Background: an optimization exercise with open tools, aiming at small area, a short achievable clock period and few clock cycles per item. Do not read the settings as production practice. Where RTL was checked, it was by simulation tests only, not by an equivalence proof against the original.

==> exp/lagoon <==
## sha256_hex
module sha256_hex (
  input  wire         clk,
  input  wire         rst,         
  input  wire         in_valid,
  output wire         in_ready,
  input  wire [7:0]   in_data,
  input  wire         in_keep,     
  input  wire         in_last,     
  output wire         out_valid,
  input  wire         out_ready,
  output wire [511:0] out_hex      
);
clock: 10.0 ns
lec_check: 0
cap_margin: 20
core_margin: 2
core_utilization: 40
place_density: 0.6
setup_slack_margin: 5.0
slew_margin: 30
run.sh (not shown) runs the stock make flow with config.mk's settings and CLKGATE_MAP_FILE= SYNTH_SCRIPT=/design/flow/synth_recipe.tcl, a recipe that flattens the netlist after the stock synthesis.
==> exp/maple: changes against exp/lagoon <==
--- a/flow/design.v
+++ b/flow/design.v
@@ -259,17 +259,15 @@
       v1 <= ins;
       v2 <= v1;
       if (ins) begin
         win  <= {win[479:0], w_ins};
         kidx <= k;
         k    <= k + 6'd1;
       end
-      hk <= k_t + win[31:0] + (ivl ? 32'h5be0cd19 : (hsg ? g : h));
       hsg <= v1 || sh_n;
-      sp <= w1 + ss0 + w10;
       if (load_ok) begin
         if (!pend) begin
           mlen <= mlen + {13'd0, wb_nb};
           if (wb_last) pend <= 1'b1;
         end
         if (put80) begin
           p80 <= 1'b1;
@@ -309,14 +307,16 @@
           ucnt <= ucnt + 2'd1;
           if (ucnt == 2'd3)
             ph <= P_LOAD;
         end
       endcase
       if (ov && out_ready) ov <= 1'b0;
     end
+    hk <= k_t + win[31:0] + (ivl ? 32'h5be0cd19 : (hsg ? g : h));
+    sp <= w1 + ss0 + w10;
     if (v2)
       {a, b, c, d, e, f, g, h} <= {a_new, a, b, c, e_new, e, f, g};
     else if (ivl)
       {a, b, c, d, e, f, g, h} <= H_INIT;
     else if (ph == P_SHIFT)
       {a, b, c, d, e, f, g, h} <= {hsa[31:0], a, b, c, hse[31:0], e, f, g};
     if (hstep) begin
Settings changed: CTS_CLUSTER_DIAMETER set to 100, CTS_CLUSTER_SIZE set to 22.
==> exp/onyx: changes against exp/lagoon <==
--- a/flow/design.v
+++ b/flow/design.v
@@ -11,16 +11,16 @@
   output wire [511:0] out_hex      
 );
   localparam [255:0] H_INIT = {
     32'h6a09e667, 32'hbb67ae85, 32'h3c6ef372, 32'ha54ff53a,
     32'h510e527f, 32'h9b05688c, 32'h1f83d9ab, 32'h5be0cd19};
   localparam [1:0] P_LOAD  = 2'd0,    
                    P_SCHED = 2'd1,    
-                   P_END   = 2'd2,    
-                   P_SHIFT = 2'd3;    
+                   P_DRAIN = 2'd2,    
+                   P_UPD   = 2'd3;    
   reg  [23:0] acc;         
   reg  [1:0]  na;          
   reg         adone;       
   localparam FD = 8;
   localparam FW = 3;                       
   reg  [36:0]   fq [0:FD-1];
   reg  [FW:0]   fcnt;
@@ -29,17 +29,16 @@
   wire [31:0]   wb      = fhead[36:5];   
   wire [2:0]    wb_nb   = fhead[4:2];    
   wire          wb_last = fhead[1];      
   wire          wb_p80  = fhead[0];      
   wire          wb_v    = (fcnt != 0);
   wire        wb_take;     
   wire        wb_free = (fcnt != FD) || wb_take;
-  reg    rdy;
-  assign in_ready = rdy;
-  wire   beat     = in_valid && rdy;
+  assign in_ready = !adone && (na != 2'd3 || wb_free);
+  wire   beat     = in_valid && in_ready;
   wire [2:0]  n_cur  = adone ? {1'b0, na} : ({1'b0, na} + {2'b0, in_keep});
   wire        l_cur  = adone || in_last;
   wire [31:0] b_cur  = {acc, in_data};
   wire        ncase  = adone ? 1'b0 : 1'b1;    
   reg  [31:0] w_pack;
   integer j;
   always @(*) begin
@@ -52,35 +51,30 @@
         w_pack[31-8*j -: 8] = 8'h80;
       else
         w_pack[31-8*j -: 8] = 8'h00;
     end
   end
   wire emit_beat = beat && ((in_keep && na == 2'd3) || in_last);
   wire emit      = (adone || emit_beat) && wb_free;
-  wire [1:0]    na_n    = emit ? 2'd0 : (beat ? na + {1'b0, in_keep} : na);
-  wire          adone_n = emit ? 1'b0 : (beat ? in_last : adone);
-  wire [FW:0]   fcnt_n  = fcnt + (emit ? 1'b1 : 1'b0) - (wb_take ? 1'b1 : 1'b0);
   reg  [1:0]   ph;
   reg  [5:0]   k;           
   reg  [5:0]   kidx;        
-  reg  [1:0]   ucnt;        
+  reg  [1:0]   ucnt;
   reg          v1, v2;      
   reg  [511:0] win;         
   reg  [31:0]  hk;          
   reg  [31:0]  a, b, c, d, e, f, g, h;
   reg  [127:0] hsa;        
   reg  [127:0] hse;        
   reg  [15:0]  mlen;
   reg          pend;        
   reg          p80;         
   reg          fin;         
   reg          first;       
-  reg          ufin, ufirst;   
-  reg          ivl;         
-  reg          hsg;         
+  reg          ufin, ufirst, uquiet;
   reg          ov;
   reg [31:0] k_t;
   always @(*) begin
     case (kidx)
       6'd0:  k_t = 32'h428a2f98; 6'd1:  k_t = 32'h71374491;
       6'd2:  k_t = 32'hb5c0fbcf; 6'd3:  k_t = 32'he9b5dba5;
       6'd4:  k_t = 32'h3956c25b; 6'd5:  k_t = 32'h59f111f1;
@@ -111,19 +105,17 @@
       6'd54: k_t = 32'h5b9cca4f; 6'd55: k_t = 32'h682e6ff3;
       6'd56: k_t = 32'h748f82ee; 6'd57: k_t = 32'h78a5636f;
       6'd58: k_t = 32'h84c87814; 6'd59: k_t = 32'h8cc70208;
       6'd60: k_t = 32'h90befffa; 6'd61: k_t = 32'ha4506ceb;
       6'd62: k_t = 32'hbef9a3f7; default: k_t = 32'hc67178f2;
     endcase
   end
-  wire in_load = (ph == P_LOAD) || (ph == P_END && ucnt[1] && ufin) ||
-                 (ph == P_SHIFT && ucnt[1]);
-  wire slot_ok = (k[3:0] != 4'd15) || !ov;
-  wire load_ok = in_load && slot_ok && (pend || wb_v);
-  assign wb_take = in_load && slot_ok && !pend && wb_v;
+  wire in_load = (ph == P_LOAD) || (ph == P_UPD && ucnt[1]);
+  wire load_ok = in_load && (pend || wb_v);
+  assign wb_take = in_load && !pend && wb_v;
   wire [31:0] w1  = win[479:448];
   wire [31:0] w2  = win[447:416];
   wire [31:0] w10 = win[191:160];
   wire [31:0] w14 = win[63:32];
   wire [31:0] ss0   = {w2[6:0], w2[31:7]} ^ {w2[17:0], w2[31:18]} ^ (w2 >> 3);
   wire [31:0] ss1   = {w14[16:0], w14[31:17]} ^ {w14[18:0], w14[31:19]} ^ (w14 >> 10);
   reg  [31:0] sp;
@@ -199,43 +191,43 @@
         assign ka_g5[i] = ka_g4[i];
         assign ke_g5[i] = ke_g4[i];
       end
     end
   endgenerate
   assign a_new = ka_p0 ^ {ka_g5[30:0], 1'b0};
   assign e_new = ke_p0 ^ {ke_g5[30:0], 1'b0};
-  wire step0 = (ph == P_SCHED) && (k == 6'd63);
-  wire sh_n  = (ph == P_END && ucnt == 2'd3 && !ufin) || (ph == P_SHIFT && ucnt != 2'd3);
-  wire hstep = step0 || (ph == P_END);
   reg [31:0] iva_u, ive_u;                 
   always @(*) begin
-    case (step0 ? 2'd0 : ucnt)
+    case (ucnt[1:0])
       2'd0: begin iva_u = 32'ha54ff53a; ive_u = 32'h5be0cd19; end
       2'd1: begin iva_u = 32'h3c6ef372; ive_u = 32'h1f83d9ab; end
       2'd2: begin iva_u = 32'hbb67ae85; ive_u = 32'h9b05688c; end
       default: begin iva_u = 32'h6a09e667; ive_u = 32'h510e527f; end
     endcase
   end
-  wire [31:0] ua_sum = (ufirst ? iva_u : hsa[31:0]) + a;
-  wire [31:0] ue_sum = (ufirst ? ive_u : hse[31:0]) + e;
+  wire [31:0] ua_sum = (ufirst ? iva_u : hsa[31:0]) + d;
+  wire [31:0] ue_sum = (ufirst ? ive_u : hse[31:0]) + h;
+  wire [31:0] ua_in  = ufin ? iva_u : ua_sum;
+  wire [31:0] ue_in  = ufin ? ive_u : ue_sum;
+  wire upd_go = (ph == P_DRAIN) && !v1 && !ov;
   always @(posedge clk) begin
     if (rst) begin
       na     <= 2'd0;
       adone  <= 1'b0;
       fcnt   <= 0;
-      rdy    <= 1'b1;
       frd    <= 0;
       fwr    <= 0;
-      ph     <= P_LOAD;
+      ph     <= P_UPD;             
       ucnt   <= 2'd0;
-      ivl    <= 1'b1;              
+      ufin   <= 1'b1;
+      ufirst <= 1'b1;
+      uquiet <= 1'b1;
       k      <= 6'd0;
       v1     <= 1'b0;
       v2     <= 1'b0;
-      hsg    <= 1'b0;
       mlen   <= 16'd0;
       pend   <= 1'b0;
       p80    <= 1'b0;
       fin    <= 1'b0;
       first  <= 1'b1;
       ov     <= 1'b0;
     end else begin
@@ -250,95 +242,77 @@
             acc[23-8*na -: 8] <= in_data;
           na    <= na + {1'b0, in_keep};
           adone <= in_last;
         end
       end
       if (wb_take)
         frd <= (frd == FD - 1) ? 0 : frd + 1'b1;
-      fcnt <= fcnt_n;
-      rdy  <= !adone_n && (na_n != 2'd3 || fcnt_n != FD);
+      if (emit && !wb_take)
+        fcnt <= fcnt + 1'b1;
+      else if (!emit && wb_take)
+        fcnt <= fcnt - 1'b1;
       v1 <= ins;
       v2 <= v1;
       if (ins) begin
         win  <= {win[479:0], w_ins};
         kidx <= k;
         k    <= k + 6'd1;
       end
-      hk <= k_t + win[31:0] + (ivl ? 32'h5be0cd19 : (hsg ? g : h));
-      hsg <= v1 || sh_n;
+      hk <= k_t + win[31:0] + ((v2 || ph == P_UPD) ? g : h);
       sp <= w1 + ss0 + w10;
       if (load_ok) begin
         if (!pend) begin
           mlen <= mlen + {13'd0, wb_nb};
           if (wb_last) pend <= 1'b1;
         end
         if (put80) begin
           p80 <= 1'b1;
           if (k[3:0] <= 4'd13) fin <= 1'b1;
         end else if (k[3:0] == 4'd0 && pend && p80)
           fin <= 1'b1;
       end
-      ivl <= 1'b0;
-      if (ph == P_SCHED && k == 6'd62) begin
-        ufin   <= fin;
-        ufirst <= first;
-        first  <= fin;
-        fin    <= 1'b0;
-        if (fin) begin
-          pend <= 1'b0;
-          p80  <= 1'b0;
-          mlen <= 16'd0;
-        end
-      end
       case (ph)
         P_LOAD:  if (load_ok && k[3:0] == 4'd15) ph <= P_SCHED;
-        P_SCHED: if (k == 6'd63) begin
-          ph   <= P_END;
-          ucnt <= 2'd1;
-        end
-        P_END: begin
-          ucnt <= ucnt + 2'd1;
-          if (ucnt == 2'd2 && ufin)
-            ivl <= 1'b1;
-          if (ucnt == 2'd3) begin
-            ph   <= ufin ? P_LOAD : P_SHIFT;
-            ucnt <= 2'd0;
-            if (ufin) ov <= 1'b1;
+        P_SCHED: if (k == 6'd63) ph <= P_DRAIN;
+        P_DRAIN: if (upd_go) begin
+          ph     <= P_UPD;
+          ucnt   <= 2'd0;
+          ufin   <= fin;
+          ufirst <= first;
+          uquiet <= 1'b0;
+          first  <= fin;
+          fin    <= 1'b0;
+          if (fin) begin
+            pend <= 1'b0;
+            p80  <= 1'b0;
+            mlen <= 16'd0;
           end
         end
         default: begin
           ucnt <= ucnt + 2'd1;
-          if (ucnt == 2'd3)
+          if (ucnt == 2'd3) begin
             ph <= P_LOAD;
+            if (ufin && !uquiet) ov <= 1'b1;
+          end
         end
       endcase
       if (ov && out_ready) ov <= 1'b0;
     end
     if (v2)
       {a, b, c, d, e, f, g, h} <= {a_new, a, b, c, e_new, e, f, g};
-    else if (ivl)
-      {a, b, c, d, e, f, g, h} <= H_INIT;
-    else if (ph == P_SHIFT)
-      {a, b, c, d, e, f, g, h} <= {hsa[31:0], a, b, c, hse[31:0], e, f, g};
-    if (hstep) begin
+    else if (ph == P_UPD)
+      {a, b, c, d, e, f, g, h} <= {ua_in, a, b, c, ue_in, e, f, g};
+    if (ph == P_UPD) begin
       hsa <= {ua_sum, hsa[127:32]};
       hse <= {ue_sum, hse[127:32]};
-    end else if (ph == P_SHIFT) begin
-      hsa <= {hsa[31:0], hsa[127:32]};
-      hse <= {hse[31:0], hse[127:32]};
     end
   end
   assign out_valid = ov;
   wire [255:0] hsx = {hsa, hse};
   genvar q;
   generate
     for (q = 0; q < 64; q = q + 1) begin : g_hex
       wire [3:0] nib = hsx[255 - 4*q -: 4];
-      wire       ltr = nib[3] & (nib[2] | nib[1]);
-      assign out_hex[511 - 8*q -: 8] = {1'b0, ltr, 1'b1, ~ltr,
-                                        nib[3] & ~ltr,
-                                        ltr ? (nib[2] & (nib[1] | nib[0])) : nib[2],
-                                        ltr ? ~(nib[1] ^ nib[0]) : nib[1],
-                                        nib[0] ^ ltr};
+      assign out_hex[511 - 8*q -: 8] = (nib <= 4'd9) ? {4'h3, nib} : (8'h57 + {4'h0, nib});
     end
   endgenerate
 endmodule
Settings changed: CORE_UTILIZATION 40 to 55, PLACE_DENSITY 0.6 to 0.75.
==> exp/raven: changes against exp/lagoon <==
--- a/flow/design.v
+++ b/flow/design.v
@@ -16,24 +16,24 @@
   localparam [1:0] P_LOAD  = 2'd0,    
                    P_SCHED = 2'd1,    
                    P_END   = 2'd2,    
                    P_SHIFT = 2'd3;    
   reg  [23:0] acc;         
   reg  [1:0]  na;          
   reg         adone;       
-  localparam FD = 8;
-  localparam FW = 3;                       
-  reg  [36:0]   fq [0:FD-1];
+  localparam FD = 10;
+  localparam FW = 4;                       
+  reg  [35:0]   fq [0:FD-1];
   reg  [FW:0]   fcnt;
   reg  [FW-1:0] frd, fwr;
-  wire [36:0]   fhead   = fq[frd];
-  wire [31:0]   wb      = fhead[36:5];   
-  wire [2:0]    wb_nb   = fhead[4:2];    
-  wire          wb_last = fhead[1];      
-  wire          wb_p80  = fhead[0];      
+  wire [35:0]   fhead   = fq[frd];
+  wire [31:0]   wb      = fhead[35:4];   
+  wire          wb_last = fhead[3];      
+  wire          wb_p80  = fhead[2];      
+  wire [2:0]    wb_nb   = wb_p80 ? {1'b0, fhead[1:0]} : 3'd4;   
   wire          wb_v    = (fcnt != 0);
   wire        wb_take;     
   wire        wb_free = (fcnt != FD) || wb_take;
   reg    rdy;
   assign in_ready = rdy;
   wire   beat     = in_valid && rdy;
   wire [2:0]  n_cur  = adone ? {1'b0, na} : ({1'b0, na} + {2'b0, in_keep});
@@ -145,28 +145,29 @@
   wire [31:0] as3 = as2 ^ ac2 ^ ac1;
   wire [31:0] ac3 = {(as2[30:0] & ac2[30:0]) | (as2[30:0] & ac1[30:0]) | (ac2[30:0] & ac1[30:0]), 1'b0};
   wire [31:0] es1 = d ^ hk ^ ch;
   wire [31:0] ec1 = {(d[30:0] & hk[30:0]) | (d[30:0] & ch[30:0]) | (hk[30:0] & ch[30:0]), 1'b0};
   wire [31:0] es2 = bs1 ^ es1 ^ ec1;
   wire [31:0] ec2 = {(bs1[30:0] & es1[30:0]) | (bs1[30:0] & ec1[30:0]) | (es1[30:0] & ec1[30:0]), 1'b0};
   wire [31:0] a_new, e_new;
-  wire [31:0] ka_p0 = as3 ^ ac3, ka_g0 = as3 & ac3;
+  wire [31:0] ka_p0 = as3 ^ ac3;
+  wire [31:0] ka_t  = as3 | ac3;
+  wire [31:0] ka_g0 = as3 & ac3;
   wire [31:0] ke_p0 = es2 ^ ec2, ke_g0 = es2 & ec2;
   wire [31:0] ka_g1, ka_p1, ka_g2, ka_p2, ka_g3, ka_p3, ka_g4, ka_p4, ka_g5;
   wire [31:0] ke_g1, ke_p1, ke_g2, ke_p2, ke_g3, ke_p3, ke_g4, ke_p4, ke_g5;
   genvar i;
   generate
     for (i = 0; i < 32; i = i + 1) begin : g_ks
       if (i >= 1) begin : l1
-        assign ka_g1[i] = ka_g0[i] | (ka_p0[i] & ka_g0[i-1]);
-        assign ka_p1[i] = ka_p0[i] & ka_p0[i-1];
+        assign ka_g1[i] = ka_g0[i] | ka_g0[i-1];
         assign ke_g1[i] = ke_g0[i] | (ke_p0[i] & ke_g0[i-1]);
         assign ke_p1[i] = ke_p0[i] & ke_p0[i-1];
       end else begin : l1
-        assign ka_g1[i] = ka_g0[i];  assign ka_p1[i] = ka_p0[i];
+        assign ka_g1[i] = ka_g0[i];
         assign ke_g1[i] = ke_g0[i];  assign ke_p1[i] = ke_p0[i];
       end
       if (i >= 2) begin : l2
         assign ka_g2[i] = ka_g1[i] | (ka_p1[i] & ka_g1[i-2]);
         assign ka_p2[i] = ka_p1[i] & ka_p1[i-2];
         assign ke_g2[i] = ke_g1[i] | (ke_p1[i] & ke_g1[i-2]);
         assign ke_p2[i] = ke_p1[i] & ke_p1[i-2];
@@ -197,15 +198,16 @@
         assign ke_g5[i] = ke_g4[i] | (ke_p4[i] & ke_g4[i-16]);
       end else begin : l5
         assign ka_g5[i] = ka_g4[i];
         assign ke_g5[i] = ke_g4[i];
       end
     end
   endgenerate
-  assign a_new = ka_p0 ^ {ka_g5[30:0], 1'b0};
+  assign ka_p1 = {ka_t[30:1] & ka_t[29:0], 2'b00};    
+  assign a_new = ka_p0 ^ {ka_t[30:0] & ka_g5[30:0], 1'b0};
   assign e_new = ke_p0 ^ {ke_g5[30:0], 1'b0};
   wire step0 = (ph == P_SCHED) && (k == 6'd63);
   wire sh_n  = (ph == P_END && ucnt == 2'd3 && !ufin) || (ph == P_SHIFT && ucnt != 2'd3);
   wire hstep = step0 || (ph == P_END);
   reg [31:0] iva_u, ive_u;                 
   always @(*) begin
     case (step0 ? 2'd0 : ucnt)
@@ -236,15 +238,15 @@
       pend   <= 1'b0;
       p80    <= 1'b0;
       fin    <= 1'b0;
       first  <= 1'b1;
       ov     <= 1'b0;
     end else begin
       if (emit) begin
-        fq[fwr] <= {w_pack, n_cur, l_cur, l_cur && !n_cur[2]};
+        fq[fwr] <= {w_pack, l_cur, l_cur && !n_cur[2], n_cur[1:0]};
         fwr     <= (fwr == FD - 1) ? 0 : fwr + 1'b1;
         na      <= 2'd0;
         adone   <= 1'b0;
       end else begin
         if (beat) begin
           if (in_keep)
             acc[23-8*na -: 8] <= in_data;
@@ -259,17 +261,15 @@
       v1 <= ins;
       v2 <= v1;
       if (ins) begin
         win  <= {win[479:0], w_ins};
         kidx <= k;
         k    <= k + 6'd1;
       end
-      hk <= k_t + win[31:0] + (ivl ? 32'h5be0cd19 : (hsg ? g : h));
       hsg <= v1 || sh_n;
-      sp <= w1 + ss0 + w10;
       if (load_ok) begin
         if (!pend) begin
           mlen <= mlen + {13'd0, wb_nb};
           if (wb_last) pend <= 1'b1;
         end
         if (put80) begin
           p80 <= 1'b1;
@@ -309,14 +309,16 @@
           ucnt <= ucnt + 2'd1;
           if (ucnt == 2'd3)
             ph <= P_LOAD;
         end
       endcase
       if (ov && out_ready) ov <= 1'b0;
     end
+    hk <= k_t + win[31:0] + (ivl ? 32'h5be0cd19 : (hsg ? g : h));
+    sp <= w1 + ss0 + w10;
     if (v2)
       {a, b, c, d, e, f, g, h} <= {a_new, a, b, c, e_new, e, f, g};
     else if (ivl)
       {a, b, c, d, e, f, g, h} <= H_INIT;
     else if (ph == P_SHIFT)
       {a, b, c, d, e, f, g, h} <= {hsa[31:0], a, b, c, hse[31:0], e, f, g};
     if (hstep) begin
Settings changed: CTS_CLUSTER_DIAMETER set to 100, CTS_CLUSTER_SIZE set to 22.
==> comparison table <==
                                                                 exp/raven                   exp/onyx                 exp/lagoon              exp/maple
Crit path depth                                                         18                         16                         17                     18
Storage element area                                            44600 um^2                 43200 um^2                 43300 um^2             42600 um^2
Core box area                                                  205000 um^2                142000 um^2                195000 um^2            195000 um^2
Multi-input logic area                                          33900 um^2                 32300 um^2                 31900 um^2             32200 um^2
Initial Utilization                                                  0.403                      0.554                      0.404                  0.403
Multi-input gate count                                                4188                       3885                       3951                   4037
Avg Cell Area, Syn                                               12.0 um^2                  12.2 um^2                  12.2 um^2              12.0 um^2
Die span in x                                                       458 um                     382 um                     448 um                 447 um
Met3 WL post-DR                                                    18.6 mm                    23.1 mm                    15.8 mm                16.0 mm
Growth of design area from synthesis to finish                       12.9%                      18.1%                      16.7%                  13.0%
Master of the slowest instance on the critical path  sky130_fd_sc_hd__fa_1  sky130_fd_sc_hd__edfxtp_1  sky130_fd_sc_hd__edfxtp_1  sky130_fd_sc_hd__fa_1
Count of inserted antenna diode cells                                    2                          1                          3                      4
Post-Route Hold Slack                                             0.410 ns                   0.404 ns                   0.407 ns               0.404 ns
Die footprint                                                  210000 um^2                146000 um^2                201000 um^2            200000 um^2
Run status                                        timing/DRC/antenna clean   timing/DRC/antenna clean   timing/DRC/antenna clean  timing/DRC/antenna clean
Data required time at the worst endpoint                          10.49 ns                   10.55 ns                   10.53 ns               10.51 ns
Testbench counts of exp/lagoon, summed over its fixed seeds: cycles 17,308, items 192.
Testbench counts of exp/raven, summed over its fixed seeds: cycles 16,799, items 192.
No functional check of the RTL was part of exp/maple and exp/onyx.

==> what the ideal ports hide <==
No port has a modelled driver above. Below, the same layouts with a new extraction and two added sets of constraints. Step 1, drivers: a clkbuf_16 drives clk and a buf_2 each remaining input, both assumed. Step 2 moves the port delays by t, midway between the first and last clock arrival at a register: inputs arrive t later, outputs are due t later. That takes back most of the time a late clock gives input paths. Slacks: ideal / step 1 / step 2; pairs: ideal / step 1.
| run | t (ns) | setup slack, ns | hold WS [ns] | worst setup path after step 2 | worst data-port slew with drivers (ns) |
|---|---|---|---|---|---|
| exp/lagoon | 0.895 | 5.026 / 5.026 / 4.359 | 0.407 / 0.407 / 0.407 | input to register | 0.05 |
| exp/maple | 0.828 | 4.977 / 4.977 / 4.228 | 0.404 / 0.404 / 0.404 | input to register | 0.04 |
| exp/onyx | 0.875 | 4.933 / 4.933 / 4.330 | 0.404 / 0.404 / 0.404 | input to register | 0.05 |
| exp/raven | 0.805 | 4.961 / 4.961 / 4.229 | 0.410 / 0.410 / 0.410 | input to register | 0.08 |
After both steps every run listed still meets setup and hold. The setup slack of exp/maple, which loses most, moves by 0.000 ns with the drivers and by -0.749 ns with both steps.
